This design comes from an exercise in tuning for small area, a short achievable clock period and few clock cycles per item on the open sky130 flow, not from production work.
Power is estimated from default activity; no workload was simulated.

==> build 60: inputs <==
## modbus_engine
module modbus_engine #(
    parameter N_COIL    = 64,
    parameter N_DI      = 32,
    parameter N_HR      = 32,
    parameter N_IR      = 16,
    parameter BASE_COIL = 16'h0010,
    parameter BASE_DI   = 16'h0200,
    parameter BASE_HR   = 16'h0100,
    parameter BASE_IR   = 16'h0300,
    parameter EXC_ADDR  = 8'h02
) (
    input  wire               clk,
    input  wire               rst,
    input  wire               rx_valid,
    input  wire [7:0]         rx_data,
    output wire               rx_ready,
    output wire               tx_valid,
    output wire [7:0]         tx_data,
    output wire               tx_last,
    input  wire               tx_ready,
    input  wire [N_DI-1:0]    di_in,
    input  wire [16*N_IR-1:0] ir_in
);
clock: 12.0 ns
lec_check: 0
cap_margin: 60
core_margin: 2
core_utilization: 50
cts_cluster_diameter: 70
cts_cluster_size: 30
place_density: 0.6
slew_margin: 60
standard.sh (not shown) runs the stock make flow with config.mk's settings and CLKGATE_MAP_FILE= SYNTH_SCRIPT=/design/flow/synth_recipe.tcl, a recipe that flattens the netlist after the stock synthesis.
==> flow/flow/run.sh <==
#!/bin/bash
# The standard layout; only the port buffer cell is chosen here (buf_2
# instead of the buffer ORFS picks by default). Every tool's output goes to
# standard.log in this folder.
export BUFFER_PORTS_ARGS="-buffer_cell sky130_fd_sc_hd__buf_2"
bash standard.sh > standard.log 2>&1
==> build 15: changes against build 60 <==
--- a/flow/design.v
+++ b/flow/design.v
@@ -53,10 +53,12 @@
     reg         tx_act;
     reg         tx_desc;     
     reg  [6:0]  o;           
     reg  [1:0]  tx_exc;
     reg         tx_bits, tx_regs, tx_echo, tx_pin, tx_17, tx_rwok;
+    reg  [5:0]  wend_q;      
+    reg         rwq_ok;      
     reg  [6:0]  tx_lo;       
     reg         o_lt5;       
     reg         o_ge9;       
     reg  [4:0]  tp;          
     reg  [4:0]  ra;          
@@ -83,10 +85,11 @@
     reg       ac_q, ad_q, ah_q, ai_q, wah_q, wqr_q, wq0_q, wqb_q;
     reg [6:0] lc_q;
     reg [5:0] l32_q, lw_q;
     reg [4:0] li_q;
     reg       k01, k02, k03, k04, k05, k06, k0f, k10, k16, k17;
+    reg [4:0] dpm1;          
     always @(posedge clk) begin
         ac_q  <= (A[15:7] == 9'd0) && (A[6:0] >= 7'h10) && (A[6:0] <= 7'h4F);
         lc_q  <= 7'd64 - {1'b0, ca[5:0]};
         ad_q  <= A[15:5] == 11'h010;
         ah_q  <= A[15:5] == 11'h008;
@@ -98,12 +101,14 @@
         wqr_q <= (WQ[15:6] == 10'd0) && (WQ[5:0] <= lw_q);
         wq0_q <= WQ == 16'd0;
         wqb_q <= WQ > 16'd121;
         k01 <= fc01; k02 <= fc02; k03 <= fc03; k04 <= fc04; k05 <= fc05;
         k06 <= fc06; k0f <= fc0f; k10 <= fc10; k16 <= fc16; k17 <= fc17;
+        dpm1 <= dpos - 5'd1;
     end
     wire q0       = Q == 16'd0;
+    wire [5:0] wr_end = {1'b0, WA[4:0]} + WQ[5:0];        
     wire rem_lt12 = (rem[15:8] == 8'd0) && (rem[7:0] < f12);
     wire rem_lt16 = (rem[15:8] == 8'd0) && (rem[7:0] < f16);
     wire rng_coil = ac_q && (Q[15:7] == 9'd0)  && (Q[6:0] <= lc_q);
     wire rng_di   = ad_q && (Q[15:6] == 10'd0) && (Q[5:0] <= l32_q);
     wire rng_hr   = ah_q && (Q[15:6] == 10'd0) && (Q[5:0] <= l32_q);
@@ -130,71 +135,76 @@
             8'h16:        dpos = 5'd13;
             8'h17:        dpos = 5'd16;
             default:      dpos = 5'd8;
         endcase
     end
-    wire datafc = fc0f || fc10 || fc17;
+    wire datafc = k0f || k10 || k17;      
     wire [15:0] hr_rd  = hr[16*ra +: 16];
     wire t_last   = tx_desc && o == tx_lo;
-    wire gen_ok   = tx_act && (o_lt5 || tx_desc) && !(tx_17 && o_ge9 && !tx_rwok);
+    wire gen_ok   = tx_act && (o_lt5 || tx_desc) && !(tx_17 && o_ge9 && o[0] && !tx_rwok && !rwq_ok);
     wire gen_adv  = gen_ok && !v1;
     wire tx_free  = !tx_act || (gen_adv && t_last);
     wire tx_early = !pend && hdr_ok && !tstarted;
     wire tx_start = tx_free && (pend || tx_early);
     wire tx_load  = pend && (tx_free || !tx_desc);
-    wire dload    = dec_q && tx_act && !tx_desc;
-    wire any_load = tx_load || dload;
+    wire any_load = tx_load;
     wire tx_hr_rd   = tx_act && tx_desc && tx_regs && !tx_pin;
     wire tx_coil_rd = tx_act && tx_desc && tx_bits && !tx_pin;
     wire tx_reg_rd  = tx_act && tx_desc && tx_regs;
     wire        fire    = rx_valid && rdy_q;
     wire        last_r  = (pos >= 5'd6) && rem1;                     
     wire        last5   = (pos == 5'd5) && rhz && (rx_data == 8'd0);     
     wire        last    = last5 || last_r;
     wire        trig    = !decided && ((pos == 5'd7 && last_r) || (pos >= 5'd8 && (last_r || pos == dpos)));
     wire [7:0]  cmask   = (wleft >= 7'd8) ? 8'hFF : ((8'd1 << wleft[2:0]) - 8'd1);
     wire        wdat    = wleft != 7'd0;
-    wire [6:0]  wl_dec  = short_q ? 7'd0 : fc0f ? Q[6:0] : fc10 ? f12[6:0] : fc17 ? f16[6:0] : 7'd0;
-    wire        hi_dec  = dec_q && (fc10 || fc17) && !short_q;
+    wire [6:0]  wl_dec  = short_q ? 7'd0 : k0f ? Q[6:0] : k10 ? f12[6:0] : k17 ? f16[6:0] : 7'd0;
+    wire [6:0]  wl_dm1  = short_q ? 7'd0 : k10 ? f12[6:0] - 7'd1 : f16[6:0] - 7'd1;
+    wire        hi_dec  = dec_q && (k10 || k17) && !short_q;
     wire [6:0]  wl_dn   = !wdat ? 7'd0 : w0f ? ((wleft > 7'd8) ? wleft - 7'd8 : 7'd0) : wleft - 7'd1;
     wire [6:0]  wl0     = dec_q ? wl_dec : wleft;
-    wire [6:0]  wl1     = dec_q ? (hi_dec ? wl_dec - 7'd1 : wl_dec) : last_r ? 7'd0 : wl_dn;
-    wire [5:0]  wp_dec  = fc0f ? ca[5:0] : fc10 ? {1'b0, f9[4:0]} : {1'b0, f13[4:0]};
+    wire [6:0]  wl1     = dec_q ? (hi_dec ? wl_dm1 : wl_dec) : last_r ? 7'd0 : wl_dn;
+    wire [5:0]  wp_dec  = k0f ? ca[5:0] : k10 ? {1'b0, f9[4:0]} : {1'b0, f13[4:0]};
     wire [5:0]  wp0     = dec_q ? wp_dec : wptr;
     wire [5:0]  wp1     = dec_q ? wp_dec : (wdat && w0f) ? wptr + 6'd8 :
                           (wdat && wleft[0]) ? wptr + 6'd1 : wptr;
     wire [4:0] pos1     = last_r ? 5'd0 : (pos == 5'd17) ? pos : pos + 5'd1;
+    wire       p1le13   = last_r || pos <= 5'd12;                      
+    wire       p1ge9    = !last_r && pos >= 5'd8;                      
+    wire       p1dp     = !last_r && pos == dpm1;                      
     wire       dec1     = trig;
     wire       decd1    = last_r ? 1'b0 : (trig | decided);
-    wire       pend_n   = (dec_q & !dload) | (pend & !tx_load);
+    wire       pend_n   = dec_q | (pend & !tx_load);
     wire       tact_n   = tx_start | (tx_act & !(gen_adv && t_last));
     wire [6:0] pz0      = {2'b00, pos};
-    wire [6:0] pz1      = last_r ? 7'd0 : (pos == 5'd17) ? pz0 : pz0 + 7'd1;
-    wire       ole0     = tx_start || (gen_adv ? (o < pz0) : (o <= pz0));
-    wire       ole1     = tx_start || (gen_adv ? (o < pz1) : (o <= pz1));
+    wire       o_le_p   = o <= pz0;
+    wire       o_eq_p1  = o == pz0 + 7'd1;
+    wire       ole0     = tx_start || (gen_adv ? (o < pz0) : o_le_p);
+    wire       ole1     = tx_start || (last_r ? (!gen_adv && o == 7'd0) :
+                                       gen_adv ? o_le_p : (o_le_p || o_eq_p1));
     wire       tst_s    = tx_early | decided;                        
     wire       tst0     = tx_start ? tst_s : tstarted;
     wire       tst1     = tx_start ? (tst_s & !last_r) : (tstarted & !last_r);
-    wire       hr_n     = tx_hr_rd   | (tx_load & p_hr)   | (dload & (fc03 | fc17));
-    wire       coil_n   = tx_coil_rd | (tx_load & p_coil) | (dload & fc01);
-    wire       reg_n    = tx_reg_rd  | (tx_load & p_reg)  | (dload & (fc03 | fc04 | fc17));
+    wire       hr_n     = tx_hr_rd   | (tx_load & p_hr);
+    wire       coil_n   = tx_coil_rd | (tx_load & p_coil);
+    wire       reg_n    = tx_reg_rd  | (tx_load & p_reg);
     wire       wnz0     = dec_q ? datafc : (wleft != 7'd0);
     wire       wnz1     = dec_q ? datafc : !last_r && (w0f ? (wleft > 7'd8) : (wleft > 7'd1));
-    wire       hz_dec   = (fc05 & coil_n) | (fc06 & hr_n) | (fc16 & (hr_n | reg_n));
-    wire       w0f_n    = dec_q ? fc0f : w0f;
+    wire       hz_dec   = (k05 & coil_n) | (k06 & hr_n) | (k16 & (hr_n | reg_n));
+    wire       w0f_n    = dec_q ? k0f : w0f;
     wire       hz_dat   = pend_n & (w0f_n ? coil_n : hr_n);           
     wire       desc_n   = any_load | (tx_desc & !tx_start);
     wire       own_n    = tact_n & !desc_n;
     wire       bf0 = (pos  <= 5'd13) && ((pend_n && !own_n) || (tact_n && !tst0 && ole0));
-    wire       bf1 = (pos1 <= 5'd13) && (((pend_n || dec1)  && !own_n) || (tact_n && !tst1 && ole1));
-    wire       dbub1 = dec1  && (pos1 >= 5'd9) && fc0f;                 
+    wire       bf1 = p1le13 && (((pend_n || dec1)  && !own_n) || (tact_n && !tst1 && ole1));
+    wire       dbub1 = dec1  && p1ge9 && k0f;                           
     wire       hb0 = (!decided && pos  >= 5'd9 && pos  == dpos && hz_dec) || (wnz0 && hz_dat);
-    wire       hb1 = (!decd1   && pos1 >= 5'd9 && pos1 == dpos && hz_dec) || (wnz1 && hz_dat);
+    wire       hb1 = (!decd1   && p1ge9 && p1dp && hz_dec) || (wnz1 && hz_dat);
     wire       rdy0 = !bf0 && !hb0;
     wire       rdy1 = !bf1 && !dbub1 && !hb1;
     always @(posedge clk) begin
-        if (fire) begin
+        if (rdy_q) begin
             if (pos == 5'd0)  f0  <= rx_data;
             if (pos == 5'd1)  f1  <= rx_data;
             if (pos == 5'd2)  f2  <= rx_data;
             if (pos == 5'd3)  f3  <= rx_data;
             if (pos == 5'd6)  f6  <= rx_data;
@@ -227,11 +237,12 @@
             rc_q   <= rc_c;
             rc_ok  <= ok_c;
             p_hr   <= fc03 || fc17;
             p_coil <= fc01;
             p_reg  <= fc03 || fc04 || fc17;
-            w0f    <= fc0f;
+            w0f    <= k0f;
+            wend_q <= wr_end;
         end
         we_q  <= 1'b0;
         cwe_q <= 1'b0;
         if (ex_q) begin
             if (k05) begin
@@ -249,13 +260,13 @@
         if (ex2_q && k16) begin
             we_q <= rc_ok;
             wa_q <= {1'b0, f9[4:0]};
             wd_q <= (rw_q & Q) | (WA & ~Q);
         end
-        if (fire && hi_dec)
+        if (rdy_q && hi_dec)
             wd_q[15:8] <= rx_data;
-        if (fire && wleft != 7'd0 && !dec_q) begin
+        if (rdy_q && wleft != 7'd0 && !dec_q) begin
             wa_q <= wptr;
             cm_q <= cmask;
             if (w0f || wleft[0])
                 wd_q[7:0] <= rx_data;
             else
@@ -312,20 +323,17 @@
                     else if (cg + 4'd1 == i && mwin[8 + b])
                         coil[8*i + b] <= dwin[8 + b];
                 end
         end
     end
-    wire [1:0] s_rc   = dload ? rc_c : rc_q;
+    wire [1:0] s_rc   = rc_q;
     wire       s_exc  = s_rc != 2'd0;
     wire       s_bits = !s_exc && (fc01 || fc02);
     wire       s_regs = !s_exc && (fc03 || fc04 || fc17);
     wire [3:0] s_c8   = ({1'b0, Q[6:0]} + 8'd7) >> 3;
     wire [6:0] s_lo   = s_exc ? 7'd8 : s_bits ? 7'd8 + {3'd0, s_c8} :
                         s_regs ? 7'd8 + {Q[5:0], 1'b0} : fc16 ? 7'd13 : 7'd11;
-    wire [5:0] rd_end = {1'b0, A[4:0]} + Q[5:0];
-    wire [5:0] wr_end = {1'b0, WA[4:0]} + WQ[5:0];
-    wire       rw_apart = (rd_end <= {1'b0, WA[4:0]}) || (wr_end <= {1'b0, A[4:0]});
     wire [6:0] s_bb   = fc01 ? {1'b0, ca[5:0]} : {2'b10, A[4:0]};
     wire         bfetch = !bpre || (gen_adv && tx_bits && o_ge9);
     wire [6:0]   tbl8  = (tbl > 7'd8) ? tbl - 7'd8 : 7'd0;
     wire [127:0] bsp   = {32'd0, di_in, coil};
     wire [15:0]  bwin  = bsp[8*tg +: 16];
@@ -363,10 +371,12 @@
     wire pop = v0 && tx_ready;
     always @(posedge clk) begin
         rw_q <= (tx_pin && !rmw_q) ? ir_in[16*ra[3:0] +: 16] : hr_rd;
         tp   <= tp_n;
         ra   <= rmw_n ? f9[4:0] : tp_n;
+        rwq_ok <= !((we_q && wa_q[4:0] == ra) ||
+                    (wleft != 7'd0 && {1'b0, ra} >= wptr && {1'b0, ra} < wend_q));
         rmw_q <= rmw_n;
         if (rhi)
             lo_q <= rw_q[7:0];
         if (bfetch) begin
             bb_q <= (bwin >> tsh) & bmask;
@@ -405,11 +415,11 @@
             tsh     <= s_bb[2:0];
             tbl     <= Q[6:0];
             bpre    <= 1'b0;
         end
         if (any_load)
-            tx_rwok <= rw_apart;
+            tx_rwok <= 1'b0;
         else if (wleft == 7'd0 && !we_q)
             tx_rwok <= 1'b1;
         if (pop) begin
             if (v1) begin
                 d0 <= d1;
==> build 45: changes against build 60 <==
--- a/flow/design.v
+++ b/flow/design.v
@@ -22,10 +22,11 @@
     input  wire [16*N_IR-1:0] ir_in
 );
     integer i, b;
     reg         rdy_q;       
     reg  [4:0]  pos;         
+    reg  [4:0]  posp1;       
     reg  [15:0] rem;         
     reg         rem1;        
     reg         rhz;         
     reg         decided;     
     reg         dec_q;       
@@ -53,10 +54,12 @@
     reg         tx_act;
     reg         tx_desc;     
     reg  [6:0]  o;           
     reg  [1:0]  tx_exc;
     reg         tx_bits, tx_regs, tx_echo, tx_pin, tx_17, tx_rwok;
+    reg  [5:0]  wend_q;      
+    reg         rwq_ok;      
     reg  [6:0]  tx_lo;       
     reg         o_lt5;       
     reg         o_ge9;       
     reg  [4:0]  tp;          
     reg  [4:0]  ra;          
@@ -83,10 +86,11 @@
     reg       ac_q, ad_q, ah_q, ai_q, wah_q, wqr_q, wq0_q, wqb_q;
     reg [6:0] lc_q;
     reg [5:0] l32_q, lw_q;
     reg [4:0] li_q;
     reg       k01, k02, k03, k04, k05, k06, k0f, k10, k16, k17;
+    reg [4:0] dpm1;          
     always @(posedge clk) begin
         ac_q  <= (A[15:7] == 9'd0) && (A[6:0] >= 7'h10) && (A[6:0] <= 7'h4F);
         lc_q  <= 7'd64 - {1'b0, ca[5:0]};
         ad_q  <= A[15:5] == 11'h010;
         ah_q  <= A[15:5] == 11'h008;
@@ -98,12 +102,14 @@
         wqr_q <= (WQ[15:6] == 10'd0) && (WQ[5:0] <= lw_q);
         wq0_q <= WQ == 16'd0;
         wqb_q <= WQ > 16'd121;
         k01 <= fc01; k02 <= fc02; k03 <= fc03; k04 <= fc04; k05 <= fc05;
         k06 <= fc06; k0f <= fc0f; k10 <= fc10; k16 <= fc16; k17 <= fc17;
+        dpm1 <= dpos - 5'd1;
     end
     wire q0       = Q == 16'd0;
+    wire [5:0] wr_end = {1'b0, WA[4:0]} + WQ[5:0];        
     wire rem_lt12 = (rem[15:8] == 8'd0) && (rem[7:0] < f12);
     wire rem_lt16 = (rem[15:8] == 8'd0) && (rem[7:0] < f16);
     wire rng_coil = ac_q && (Q[15:7] == 9'd0)  && (Q[6:0] <= lc_q);
     wire rng_di   = ad_q && (Q[15:6] == 10'd0) && (Q[5:0] <= l32_q);
     wire rng_hr   = ah_q && (Q[15:6] == 10'd0) && (Q[5:0] <= l32_q);
@@ -130,67 +136,70 @@
             8'h16:        dpos = 5'd13;
             8'h17:        dpos = 5'd16;
             default:      dpos = 5'd8;
         endcase
     end
-    wire datafc = fc0f || fc10 || fc17;
+    wire datafc = k0f || k10 || k17;      
     wire [15:0] hr_rd  = hr[16*ra +: 16];
     wire t_last   = tx_desc && o == tx_lo;
-    wire gen_ok   = tx_act && (o_lt5 || tx_desc) && !(tx_17 && o_ge9 && !tx_rwok);
+    wire gen_ok   = tx_act && (o_lt5 || tx_desc) && !(tx_17 && o_ge9 && o[0] && !tx_rwok && !rwq_ok);
     wire gen_adv  = gen_ok && !v1;
     wire tx_free  = !tx_act || (gen_adv && t_last);
     wire tx_early = !pend && hdr_ok && !tstarted;
     wire tx_start = tx_free && (pend || tx_early);
     wire tx_load  = pend && (tx_free || !tx_desc);
-    wire dload    = dec_q && tx_act && !tx_desc;
-    wire any_load = tx_load || dload;
+    wire any_load = tx_load;
     wire tx_hr_rd   = tx_act && tx_desc && tx_regs && !tx_pin;
     wire tx_coil_rd = tx_act && tx_desc && tx_bits && !tx_pin;
     wire tx_reg_rd  = tx_act && tx_desc && tx_regs;
     wire        fire    = rx_valid && rdy_q;
     wire        last_r  = (pos >= 5'd6) && rem1;                     
     wire        last5   = (pos == 5'd5) && rhz && (rx_data == 8'd0);     
     wire        last    = last5 || last_r;
     wire        trig    = !decided && ((pos == 5'd7 && last_r) || (pos >= 5'd8 && (last_r || pos == dpos)));
     wire [7:0]  cmask   = (wleft >= 7'd8) ? 8'hFF : ((8'd1 << wleft[2:0]) - 8'd1);
     wire        wdat    = wleft != 7'd0;
-    wire [6:0]  wl_dec  = short_q ? 7'd0 : fc0f ? Q[6:0] : fc10 ? f12[6:0] : fc17 ? f16[6:0] : 7'd0;
-    wire        hi_dec  = dec_q && (fc10 || fc17) && !short_q;
+    wire [6:0]  wl_dec  = short_q ? 7'd0 : k0f ? Q[6:0] : k10 ? f12[6:0] : k17 ? f16[6:0] : 7'd0;
+    wire [6:0]  wl_dm1  = short_q ? 7'd0 : k10 ? f12[6:0] - 7'd1 : f16[6:0] - 7'd1;
+    wire        hi_dec  = dec_q && (k10 || k17) && !short_q;
     wire [6:0]  wl_dn   = !wdat ? 7'd0 : w0f ? ((wleft > 7'd8) ? wleft - 7'd8 : 7'd0) : wleft - 7'd1;
     wire [6:0]  wl0     = dec_q ? wl_dec : wleft;
-    wire [6:0]  wl1     = dec_q ? (hi_dec ? wl_dec - 7'd1 : wl_dec) : last_r ? 7'd0 : wl_dn;
-    wire [5:0]  wp_dec  = fc0f ? ca[5:0] : fc10 ? {1'b0, f9[4:0]} : {1'b0, f13[4:0]};
+    wire [6:0]  wl1     = dec_q ? (hi_dec ? wl_dm1 : wl_dec) : last_r ? 7'd0 : wl_dn;
+    wire [5:0]  wp_dec  = k0f ? ca[5:0] : k10 ? {1'b0, f9[4:0]} : {1'b0, f13[4:0]};
     wire [5:0]  wp0     = dec_q ? wp_dec : wptr;
     wire [5:0]  wp1     = dec_q ? wp_dec : (wdat && w0f) ? wptr + 6'd8 :
                           (wdat && wleft[0]) ? wptr + 6'd1 : wptr;
-    wire [4:0] pos1     = last_r ? 5'd0 : (pos == 5'd17) ? pos : pos + 5'd1;
+    wire [4:0] pos1     = last_r ? 5'd0 : posp1;
+    wire       p1le13   = last_r || pos <= 5'd12;                      
+    wire       p1ge9    = !last_r && pos >= 5'd8;                      
+    wire       p1dp     = !last_r && pos == dpm1;                      
     wire       dec1     = trig;
     wire       decd1    = last_r ? 1'b0 : (trig | decided);
-    wire       pend_n   = (dec_q & !dload) | (pend & !tx_load);
+    wire       pend_n   = dec_q | (pend & !tx_load);
     wire       tact_n   = tx_start | (tx_act & !(gen_adv && t_last));
     wire [6:0] pz0      = {2'b00, pos};
     wire [6:0] pz1      = last_r ? 7'd0 : (pos == 5'd17) ? pz0 : pz0 + 7'd1;
     wire       ole0     = tx_start || (gen_adv ? (o < pz0) : (o <= pz0));
     wire       ole1     = tx_start || (gen_adv ? (o < pz1) : (o <= pz1));
     wire       tst_s    = tx_early | decided;                        
     wire       tst0     = tx_start ? tst_s : tstarted;
     wire       tst1     = tx_start ? (tst_s & !last_r) : (tstarted & !last_r);
-    wire       hr_n     = tx_hr_rd   | (tx_load & p_hr)   | (dload & (fc03 | fc17));
-    wire       coil_n   = tx_coil_rd | (tx_load & p_coil) | (dload & fc01);
-    wire       reg_n    = tx_reg_rd  | (tx_load & p_reg)  | (dload & (fc03 | fc04 | fc17));
+    wire       hr_n     = tx_hr_rd   | (tx_load & p_hr);
+    wire       coil_n   = tx_coil_rd | (tx_load & p_coil);
+    wire       reg_n    = tx_reg_rd  | (tx_load & p_reg);
     wire       wnz0     = dec_q ? datafc : (wleft != 7'd0);
     wire       wnz1     = dec_q ? datafc : !last_r && (w0f ? (wleft > 7'd8) : (wleft > 7'd1));
-    wire       hz_dec   = (fc05 & coil_n) | (fc06 & hr_n) | (fc16 & (hr_n | reg_n));
-    wire       w0f_n    = dec_q ? fc0f : w0f;
+    wire       hz_dec   = (k05 & coil_n) | (k06 & hr_n) | (k16 & (hr_n | reg_n));
+    wire       w0f_n    = dec_q ? k0f : w0f;
     wire       hz_dat   = pend_n & (w0f_n ? coil_n : hr_n);           
     wire       desc_n   = any_load | (tx_desc & !tx_start);
     wire       own_n    = tact_n & !desc_n;
     wire       bf0 = (pos  <= 5'd13) && ((pend_n && !own_n) || (tact_n && !tst0 && ole0));
-    wire       bf1 = (pos1 <= 5'd13) && (((pend_n || dec1)  && !own_n) || (tact_n && !tst1 && ole1));
-    wire       dbub1 = dec1  && (pos1 >= 5'd9) && fc0f;                 
+    wire       bf1 = p1le13 && (((pend_n || dec1)  && !own_n) || (tact_n && !tst1 && ole1));
+    wire       dbub1 = dec1  && p1ge9 && k0f;                           
     wire       hb0 = (!decided && pos  >= 5'd9 && pos  == dpos && hz_dec) || (wnz0 && hz_dat);
-    wire       hb1 = (!decd1   && pos1 >= 5'd9 && pos1 == dpos && hz_dec) || (wnz1 && hz_dat);
+    wire       hb1 = (!decd1   && p1ge9 && p1dp && hz_dec) || (wnz1 && hz_dat);
     wire       rdy0 = !bf0 && !hb0;
     wire       rdy1 = !bf1 && !dbub1 && !hb1;
     always @(posedge clk) begin
         if (fire) begin
             if (pos == 5'd0)  f0  <= rx_data;
@@ -227,11 +236,12 @@
             rc_q   <= rc_c;
             rc_ok  <= ok_c;
             p_hr   <= fc03 || fc17;
             p_coil <= fc01;
             p_reg  <= fc03 || fc04 || fc17;
-            w0f    <= fc0f;
+            w0f    <= k0f;
+            wend_q <= wr_end;
         end
         we_q  <= 1'b0;
         cwe_q <= 1'b0;
         if (ex_q) begin
             if (k05) begin
@@ -249,13 +259,13 @@
         if (ex2_q && k16) begin
             we_q <= rc_ok;
             wa_q <= {1'b0, f9[4:0]};
             wd_q <= (rw_q & Q) | (WA & ~Q);
         end
-        if (fire && hi_dec)
+        if (rdy_q && hi_dec)
             wd_q[15:8] <= rx_data;
-        if (fire && wleft != 7'd0 && !dec_q) begin
+        if (rdy_q && wleft != 7'd0 && !dec_q) begin
             wa_q <= wptr;
             cm_q <= cmask;
             if (w0f || wleft[0])
                 wd_q[7:0] <= rx_data;
             else
@@ -269,10 +279,11 @@
                 we_q  <= rc_ok;
         end
         if (rst) begin
             rdy_q    <= 1'b0;
             pos      <= 5'd0;
+            posp1    <= 5'd1;
             hdr_ok   <= 1'b0;
             tstarted <= 1'b0;
             decided  <= 1'b0;
             dec_q    <= 1'b0;
             ex_q     <= 1'b0;
@@ -288,10 +299,11 @@
             ex2_q <= ex_q;
             pend  <= pend_n;
             tstarted <= fire ? tst1 : tst0;
             hdr_ok   <= fire ? (pos == 5'd5 ? !(rhz && rx_data[7:1] == 7'd0) : hdr_ok & !last_r) : hdr_ok;
             pos      <= fire ? (last5 ? 5'd0 : pos1) : pos;
+            posp1    <= fire ? ((last5 || last_r) ? 5'd1 : (posp1 == 5'd17) ? posp1 : posp1 + 5'd1) : posp1;
             decided  <= fire ? decd1 : decided;
             wleft    <= fire ? wl1 : wl0;
         end
     end
     wire [15:0] hwd  = rst_q ? 16'd0 : wd_q;
@@ -312,19 +324,18 @@
                     else if (cg + 4'd1 == i && mwin[8 + b])
                         coil[8*i + b] <= dwin[8 + b];
                 end
         end
     end
-    wire [1:0] s_rc   = dload ? rc_c : rc_q;
+    wire [1:0] s_rc   = rc_q;
     wire       s_exc  = s_rc != 2'd0;
     wire       s_bits = !s_exc && (fc01 || fc02);
     wire       s_regs = !s_exc && (fc03 || fc04 || fc17);
     wire [3:0] s_c8   = ({1'b0, Q[6:0]} + 8'd7) >> 3;
     wire [6:0] s_lo   = s_exc ? 7'd8 : s_bits ? 7'd8 + {3'd0, s_c8} :
                         s_regs ? 7'd8 + {Q[5:0], 1'b0} : fc16 ? 7'd13 : 7'd11;
     wire [5:0] rd_end = {1'b0, A[4:0]} + Q[5:0];
-    wire [5:0] wr_end = {1'b0, WA[4:0]} + WQ[5:0];
     wire       rw_apart = (rd_end <= {1'b0, WA[4:0]}) || (wr_end <= {1'b0, A[4:0]});
     wire [6:0] s_bb   = fc01 ? {1'b0, ca[5:0]} : {2'b10, A[4:0]};
     wire         bfetch = !bpre || (gen_adv && tx_bits && o_ge9);
     wire [6:0]   tbl8  = (tbl > 7'd8) ? tbl - 7'd8 : 7'd0;
     wire [127:0] bsp   = {32'd0, di_in, coil};
@@ -363,10 +374,12 @@
     wire pop = v0 && tx_ready;
     always @(posedge clk) begin
         rw_q <= (tx_pin && !rmw_q) ? ir_in[16*ra[3:0] +: 16] : hr_rd;
         tp   <= tp_n;
         ra   <= rmw_n ? f9[4:0] : tp_n;
+        rwq_ok <= !((we_q && wa_q[4:0] == ra) ||
+                    (wleft != 7'd0 && {1'b0, ra} >= wptr && {1'b0, ra} < wend_q));
         rmw_q <= rmw_n;
         if (rhi)
             lo_q <= rw_q[7:0];
         if (bfetch) begin
             bb_q <= (bwin >> tsh) & bmask;
==> qor summary <==
item	build 60	build 45	build 15
CTS clock-pin slew for the worst setup and hold paths	100 ps	100 ps	90 ps
Area added between synthesis and finish	12.9%	12.5%	12.1%
Status	complete, no violations	complete, no violations	complete, no violations
Share of the synthesized area in the top cell type	48.6%	48.1%	48.8%
Post-Syn Area	45,700 um^2	46,600 um^2	45,800 um^2
Layout Cells excl Fill	4,842	4,997	4,844
Seq cells post-synth	924	941	936
Count of multi-input gates	2,105	2,172	2,080
Layout cells sized above 1	26.2%	24.9%	25.3%
Post-placement cell count	4,731	4,884	4,732
Logic gate share of total power	10.8%	22.6%	10.5%
Worst endpoint required time	12,460 ps	12,580 ps	9600 ps
Clock-net power	0.00216 W	0.00222 W	0.00203 W
Met2 capacity usage during global routing	51.1%	52.5%	48.0%
Crit path time final	3920 ps	3970 ps	3860 ps
Met3 layer wire length in the routed design	11,500 um	10,400 um	10,300 um
Critical Path End Type	flip-flop	flip-flop	output pin
Grt met3 use	4.29%	4.65%	4.78%
Final-layout fill cell count	7,314	7,405	7,341
No functional check of the RTL was part of any run of this note.

-- afterwards: timing with drivers on the ports --
No port has a modelled driver above. Below, the same layouts with a new extraction and two added sets of constraints.
Step 1 sets driving cells, clkbuf_16 on the clock port and buf_2 on the other inputs (assumed; they add their load-dependent delay and slew).
Step 2 times the ports against the registers' clock, not the clock port: input delays grow and output delays shrink by t, the midpoint of the rising clock arrivals with the driver on.
Slacks: ideal / step 1 / step 2; pairs: ideal / step 1.
run	t (ns)	setup WS [ns]	worst setup path after step 2	latest minus earliest clock arrival (ns)	slew at the worst register clock pin (ns)
build 60	0.738	8.075 / 8.075 / 7.396	input to register	0.043 / 0.043	0.11 / 0.11
build 15	0.735	8.139 / 8.069 / 7.561	input to register	0.058 / 0.058	0.11 / 0.11
build 45	0.727	8.030 / 7.991 / 7.350	input to register	0.062 / 0.062	0.11 / 0.11
After both steps setup and hold are still met in every run listed. For build 45, which loses most, drivers alone change the setup slack by -0.039 ns; drivers and shift together by -0.680 ns.
